Background: an optimization exercise with open tools, aiming at small area, a short achievable clock period and few clock cycles per item. Do not read the settings as production practice. RTL that was checked went through simulation tests only; none was proved equivalent to the original. No activity file was given, so power comes from the tool's default toggle rates.

==> flow/design.v <==
module beep_env_div (
  input             clk,
  input             first,    
  input             step,     
  input             cbit,     
  input      [7:0]  d,
  input      [23:0] g,
  input             gbig,
  output reg [7:0]  rem,
  output reg [23:0] qg,
  output reg        sat
);
  reg qb, hstep, hfirst;
  wire [7:0]  rem_in = first ? 8'd0 : rem;
  wire [8:0]  rem_sh = {rem_in, cbit};
  wire [9:0]  diff   = {1'b0, rem_sh} - {2'b0, d};
  wire        qbit   = ~diff[9];
  wire [23:0] qg_in  = hfirst ? 24'd0 : qg;
  wire [24:0] sum    = {qg_in[22:0], 1'b0} + (qb ? {1'b0, g} : 25'd0);
  always @(posedge clk) begin
    hstep  <= step;
    hfirst <= first;
    if (step) begin
      rem <= qbit ? diff[7:0] : rem_sh[7:0];
      qb  <= qbit;
    end
    if (hstep) begin
      qg  <= sum[23:0];
      sat <= (~hfirst & sat) | qg_in[23] | sum[24] | (qb & gbig);
    end
  end
endmodule
module beep_env (
  input             clk,
  input             rst,
  input             start,
  input      [31:0] env,         
  input      [31:0] gain,        
  output reg        ready,
  output reg        done,
  output reg        lut_we,
  output     [7:0]  lut_addr,
  output     [15:0] lut_data
);
  localparam [2:0] P_IDLE = 3'd0,
                   P_INIT = 3'd1,
                   P_RL   = 3'd2,
                   P_SU   = 3'd3,
                   P_DC   = 3'd4,
                   P_AT   = 3'd5;
  localparam [1:0] J_R = 2'd0, J_D = 2'd1, J_A = 2'd2, J_NONE = 2'd3;
  reg [2:0]  ph;
  reg [7:0]  atk, dec, sus, relp;    
  reg [23:0] g;
  reg        gbig;
  reg [8:0]  de;        
  reg        suNE;      
  reg [8:0]  i;         
  reg        last;      
  reg [23:0] acc;       
  reg        asat;      
  reg [23:0] qg;        
  reg        qsat;
  reg [7:0]  rs;        
  reg [7:0]  r;         
  reg        cn;        
  reg [1:0]  uj;        
  reg        ubusy, uval, ufirst;
  reg [3:0]  cnt;
  reg        qd, pr;    
  wire [7:0] sep  = ~relp;
  wire       dcNE = |dec;
  wire       atNE = |atk;
  wire       nA   = |atk[7:1];
  wire [2:0] fin  = atNE ? P_AT : dcNE ? P_DC : suNE ? P_SU : P_RL;
  wire [7:0]  u_rem;
  wire [23:0] u_qg;
  wire        u_sat;
  wire        sbit   = sus[~cnt[2:0]];
  wire        u_cbit = (uj == J_A) | (sbit ^ (uj == J_D));
  wire [7:0]  u_d    = (uj == J_R) ? relp : (uj == J_D) ? dec : atk;
  wire        ustep  = ubusy & ~cnt[3];
  beep_env_div u_div (
    .clk   (clk),
    .first (ufirst),
    .step  (ustep),
    .cbit  (u_cbit),
    .d     (u_d),
    .g     (g),
    .gbig  (gbig),
    .rem   (u_rem),
    .qg    (u_qg),
    .sat   (u_sat)
  );
  wire [7:0] dsel = (ph == P_AT) ? atk : (ph == P_RL && !qd) ? relp : dec;
  wire [8:0] rsum = {1'b0, r} + {1'b0, rs};
  wire [9:0] rdif = {1'b0, rsum} - {2'b0, dsel};
  wire       rc   = ~rdif[9];
  wire [7:0] rnxt = rc ? rdif[7:0] : rsum[7:0];
  wire [25:0] asum = {2'b0, acc} + {2'b0, qg} + (cn ? {2'b0, g} : 26'd0);
  wire        anst = asat | qsat | asum[25] | asum[24] | (cn & gbig);
  reg        adv;       
  reg        enter;     
  reg        fini;      
  reg [2:0]  np;        
  wire [2:0] after_rl = suNE ? P_SU : dcNE ? P_DC : P_AT;
  wire [2:0] after_su = dcNE ? P_DC : P_AT;
  wire       ok_at    = ~nA | uval;
  always @* begin
    adv   = 1'b0;
    enter = 1'b0;
    fini  = 1'b0;
    np    = ph;
    case (ph)
      P_INIT: begin
        np = P_RL;
        enter = 1'b1;
        adv = uval;
      end
      P_RL, P_SU, P_DC, P_AT:
        if (!last) adv = 1'b1;
        else if (ph == fin) fini = 1'b1;
        else begin
          enter = 1'b1;
          np = (ph == P_RL) ? after_rl : (ph == P_SU) ? after_su : P_AT;
          adv = (np == P_SU) | (np == P_DC & pr) | (np == P_AT & ok_at);
        end
      default: ;
    endcase
  end
  wire       x_d    = uval & (uj == J_D) & ((ph == P_SU) | (ph == P_RL & last));
  wire       zero_n = enter & ((np == P_RL) | (np == P_AT));    
  wire       step_n = ~zero_n & ((np == P_RL) | (np == P_DC) | (np == P_AT));
  wire [8:0] i_pm   = (ph == P_AT) ? i + 9'd1 : i - 9'd1;
  reg  [8:0] inx;
  reg        we_n;
  always @* begin
    if (!enter) begin
      inx  = i_pm;
      we_n = (ph == P_RL) ? (i > de) : (ph == P_DC) ? ~(i[8] & |i[7:0]) : 1'b1;
    end else case (np)
      P_RL:    begin inx = 9'd255;           we_n = ~de[8]; end
      P_SU:    begin inx = {1'b0, sep - 8'd1}; we_n = 1'b1; end
      P_DC:    begin inx = de - 9'd1;        we_n = ~(de[8] & |de[7:0]); end
      default: begin inx = 9'd0;             we_n = 1'b1; end
    endcase
  end
  wire [7:0] atm1 = atk - 8'd1;
  reg  [8:0] stop;
  always @* begin
    case (np)
      P_RL:    stop = {1'b0, sep};
      P_SU:    stop = de;
      P_DC:    stop = {1'b0, atk};
      default: stop = {1'b0, atm1};
    endcase
  end
  wire last_n = (inx == stop);
  wire [1:0] ujn = (uj == J_R) ? (dcNE ? J_D : nA ? J_A : J_NONE)
                 : (uj == J_D) ? (nA ? J_A : J_NONE) : J_NONE;
  wire xfer = x_d | (adv & zero_n);    
  assign lut_addr = i[7:0];
  assign lut_data = acc[23:8] | {16{asat}};
  wire [8:0] de_c = {1'b0, atk} + {1'b0, dec};
  always @(posedge clk) begin
    if (ready) begin
      atk  <= env[7:0];
      dec  <= env[15:8];
      sus  <= env[23:16];
      relp <= {env[31:25], env[24] | ~|env[31:25]};
      g    <= gain[23:0];
      gbig <= |gain[31:24];
      uj     <= J_R;
      ubusy  <= 1'b1;
      ufirst <= 1'b1;
      uval   <= 1'b0;
      cnt    <= 4'd0;
      qd     <= 1'b0;
      pr     <= 1'b0;
    end else begin
      if (ph == P_INIT) begin
        de   <= de_c;
        suNE <= de_c < {1'b0, sep};
      end
      if (ubusy) begin
        ufirst <= 1'b0;
        cnt    <= cnt + 4'd1;
        if (cnt == 4'd8) begin
          ubusy <= 1'b0;
          uval  <= 1'b1;
        end
      end
      if (xfer) begin
        qg   <= u_qg;
        qsat <= u_sat;
        rs   <= u_rem;
        uval <= 1'b0;
        uj   <= ujn;
        if (ujn != J_NONE) begin
          ubusy  <= 1'b1;
          ufirst <= 1'b1;
          cnt    <= 4'd0;
        end
      end
      if (x_d) begin
        r  <= dec - 8'd1;
        qd <= 1'b1;
      end else if (qd & ~pr) begin
        r  <= rnxt;
        cn <= rc;
        pr <= 1'b1;
      end
      if (adv) begin
        i      <= inx;
        last   <= last_n;
        if (zero_n) begin
          acc  <= 24'd0;
          asat <= 1'b0;
          r    <= u_rem;
          cn   <= 1'b0;
        end else if (step_n) begin
          acc  <= asum[23:0];
          asat <= anst;
          r    <= rnxt;
          cn   <= rc;
        end
      end
    end
    if (rst) begin
      ph     <= P_IDLE;
      ready  <= 1'b1;
      done   <= 1'b0;
      lut_we <= 1'b0;
    end else if (ready) begin
      done   <= 1'b0;
      lut_we <= 1'b0;
      if (start) begin
        ph    <= P_INIT;
        ready <= 1'b0;
      end
    end else if (fini) begin
      done   <= 1'b1;
      lut_we <= 1'b0;
      ph     <= P_IDLE;
      ready  <= 1'b1;
    end else if (adv) begin
      lut_we <= we_n;
      ph     <= np;
    end
  end
endmodule
clock: 10.0 ns
lec_check: 0
abc_clock_period_in_ps: 1500
cap_margin: 20
core_margin: 2
core_utilization: 40
place_density: 0.6
setup_slack_margin: 5
slew_margin: 20
run.sh (not shown) runs the stock make flow with config.mk's settings and CLKGATE_MAP_FILE= SYNTH_SCRIPT=/design/flow/synth_recipe.tcl, a recipe that flattens the netlist after the stock synthesis.
Testbench counts at the start, summed over its fixed seeds: cycles 25,641, builds 96.
==> next run, changes <==
==> flow/flow/run.sh (new file) <==
#!/bin/bash
set -euo pipefail
export SETUP_SLACK_MARGIN=${MARGIN:-7}
bash standard.sh > standard_flow.log 2>&1
==> flow/standard.sh (new file) <==
#!/bin/bash
# synth_recipe.tcl (not shown) runs the flow's synth.tcl, then flattens the netlist and writes it again
# the make line also repeats each setting of config.mk as NAME=value (left out here)
make -C /OpenROAD-flow-scripts/flow DESIGN_CONFIG=/design/flow/config.mk WORK_HOME=/design/flow/orfs CLKGATE_MAP_FILE= SYNTH_SCRIPT=/design/flow/synth_recipe.tcl "${@:-finish}"
Settings changed: ABC_CLOCK_PERIOD_IN_PS 1500 to not set, SETUP_SLACK_MARGIN 5 to not set.
removed: flow/run.sh
After rerunning:
- power climbs by a few percent
- fmax climbs by about a fifth
- core utilization climbs by 9.1 points
- first-iteration DRC count climbs by roughly a tenth
- sequential power drops slightly
==> next run, changes <==
==> flow/run.sh (new file) <==
#!/bin/bash
# synth_recipe.tcl (not shown) runs the flow's synth.tcl, then flattens the netlist and writes it again
# the make line also repeats each setting of config.mk as NAME=value (left out here)
make -C /OpenROAD-flow-scripts/flow DESIGN_CONFIG=/design/flow/config.mk WORK_HOME=/design/flow/orfs CLKGATE_MAP_FILE= SYNTH_SCRIPT=/design/flow/synth_recipe.tcl finish
Settings changed: ABC_CLOCK_PERIOD_IN_PS set to 3000, SETUP_SLACK_MARGIN set to 5.
removed: flow/flow/run.sh
removed: flow/standard.sh
=> Die area does not change; final cell count fell by 9.4%; critical path depth rose by 8; power decreases by about 6%; fmax is lower by about 19%; sequential share of layout area increases by 5.8 points; sequential power rose by about 0.7%; wire length fell by about 14%.

* * *

beep_env, a different RTL version from the one above (not shown whole).
Size in the first run: roughly 1,100 cells after synthesis, roughly 94 I/O pins, roughly 0.012 mm^2 of cells after synthesis.
// beep_env
module beep_env (
  input             clk,
  input             rst,
  input             start,
  input      [31:0] env,         
  input      [31:0] gain,        
  output reg        ready,
  output reg        done,
  output reg        lut_we,
  output     [7:0]  lut_addr,
  output     [15:0] lut_data
);
  localparam [2:0] P_IDLE = 3'd0,
                   P_INIT = 3'd1,
                   P_RL   = 3'd2,
                   P_SU   = 3'd3,
                   P_DC   = 3'd4,
                   P_AT   = 3'd5;
  localparam [1:0] K_R = 2'd0, K_D = 2'd1, K_A = 2'd2;
  reg [2:0]  ph;
  reg [7:0]  atk, dec, sus, relp;    
  reg [8:0]  de;        
  reg [23:0] g;
  reg        gbig;
  reg        suNE;      
  reg [8:0]  i;         
  reg [23:0] acc;       
  reg        asat;      
  reg [23:0] qg;        
  reg        qsat;
  reg [7:0]  r;         
  reg        cn;        
  reg [1:0]  dk;        
  reg        jb, jr;    
  reg [3:0]  jc;        
  reg        pr;        
  wire [7:0] sep  = ~relp;
  wire       dcNE = |dec;
  wire       atNE = |atk;
  wire       nA   = |atk[7:1];
  wire [2:0] fin  = atNE ? P_AT : dcNE ? P_DC : suNE ? P_SU : P_RL;
  reg        last;
  wire js_d = (ph == P_RL) & last & (dk == K_R) & dcNE;
  wire js_a = nA & (((ph == P_RL) & last & (dk == K_R) & ~dcNE) |
                    ((ph == P_DC) & last & (dk == K_D)));
  wire js   = js_d | js_a;
  wire [1:0] dke  = js_d ? K_D : js_a ? K_A : dk;
  wire [7:0] dsel = (dke == K_R) ? relp : (dke == K_D) ? dec : atk;
  wire       sbit = sus[~jc[2:0] | {3{js}}];
  wire       cbit = (dke == K_A) | (sbit ^ (dke == K_D));
  wire [7:0] rem;
  ...
==> flow/config.mk <==
export PLATFORM = sky130hd
export DESIGN_NAME = beep_env
export DESIGN_NICKNAME = beep_env
export VERILOG_FILES = /design/flow/design.v
export SDC_FILE = /design/flow/constraint.sdc
export NUM_CORES = 4
export LEC_CHECK = 0
export CAP_MARGIN = 20
export CORE_MARGIN = 2
export CORE_UTILIZATION = 40
export PLACE_DENSITY = 0.6
export SLEW_MARGIN = 20
==> flow/constraint.sdc <==
create_clock -name core_clock -period 10.0 [get_ports {clk}]
set_input_delay 2.0000 -clock core_clock [delete_from_list [all_inputs] [get_ports {clk}]]
set_output_delay 2.0000 -clock core_clock [all_outputs]
set_load 0.01 [all_outputs]
standard.sh (not shown) runs the stock make flow with config.mk's settings and CLKGATE_MAP_FILE= SYNTH_SCRIPT=/design/flow/synth_recipe.tcl, a recipe that flattens the netlist after the stock synthesis.
==> flow/flow/run.sh <==
#!/bin/bash
set -euo pipefail
export SETUP_SLACK_MARGIN=${MARGIN:-6}
bash standard.sh > standard_flow.log 2>&1
The first run ran to the end with no violations.
Then changed:
==> flow/run.sh (new file) <==
#!/bin/bash
# synth_recipe.tcl (not shown) runs the flow's synth.tcl, then flattens the netlist and writes it again
# the make line also repeats each setting of config.mk as NAME=value (left out here)
make -C /OpenROAD-flow-scripts/flow DESIGN_CONFIG=/design/flow/config.mk WORK_HOME=/design/flow/orfs CLKGATE_MAP_FILE= SYNTH_SCRIPT=/design/flow/synth_recipe.tcl finish
Settings changed: SETUP_SLACK_MARGIN set to 5.
removed: flow/flow/run.sh
removed: flow/standard.sh
The new run finished with timing, DRC and antenna clean.
Setup slack loses 0.17 ns.
Cell count decreases by 3.4%.
Sequential share of layout area increases by 2.1 points.
Clock power is higher by about 5%.
No run of this note included a check of the RTL's function; only the layout flow was run.

==> port drivers added, routing unchanged <==
In the flow no input, the clock included, has a driving cell. The finished layouts below were timed again as built, in two steps.
Step 1, drivers: a clkbuf_16 drives clk and a buf_2 each remaining input, both assumed.
Step 2 also shifts input and output timing later by t, the mid clock arrival at the registers, as if the neighbouring blocks saw the same clock.
a / b / c = no drivers / after step 1 / after step 2; a / b = the first two.
run | shift t [ns] | setup slack, ns | worst setup path at the end | clock arrival spread, ns | cell pins on the clock port's net
the first run of note 1 | 0.500 | 5.387 / 5.387 / 5.387 | register to register | 0.014 / 0.014 | 1
the second run of note 1 | 0.511 | 6.247 / 6.194 / 6.314 | register to register | 0.018 / 0.018 | 1
the third run of note 1 | 0.500 | 5.387 / 5.387 / 5.387 | register to register | 0.014 / 0.014 | 1
the first run of note 2 | 0.488 | 5.268 / 5.268 / 5.268 | register to register | 0.012 / 0.012 | 1
the second run of note 2 | 0.474 | 5.094 / 5.094 / 5.094 | register to register | 0.009 / 0.009 | 1
After both steps every run listed still meets setup and hold.
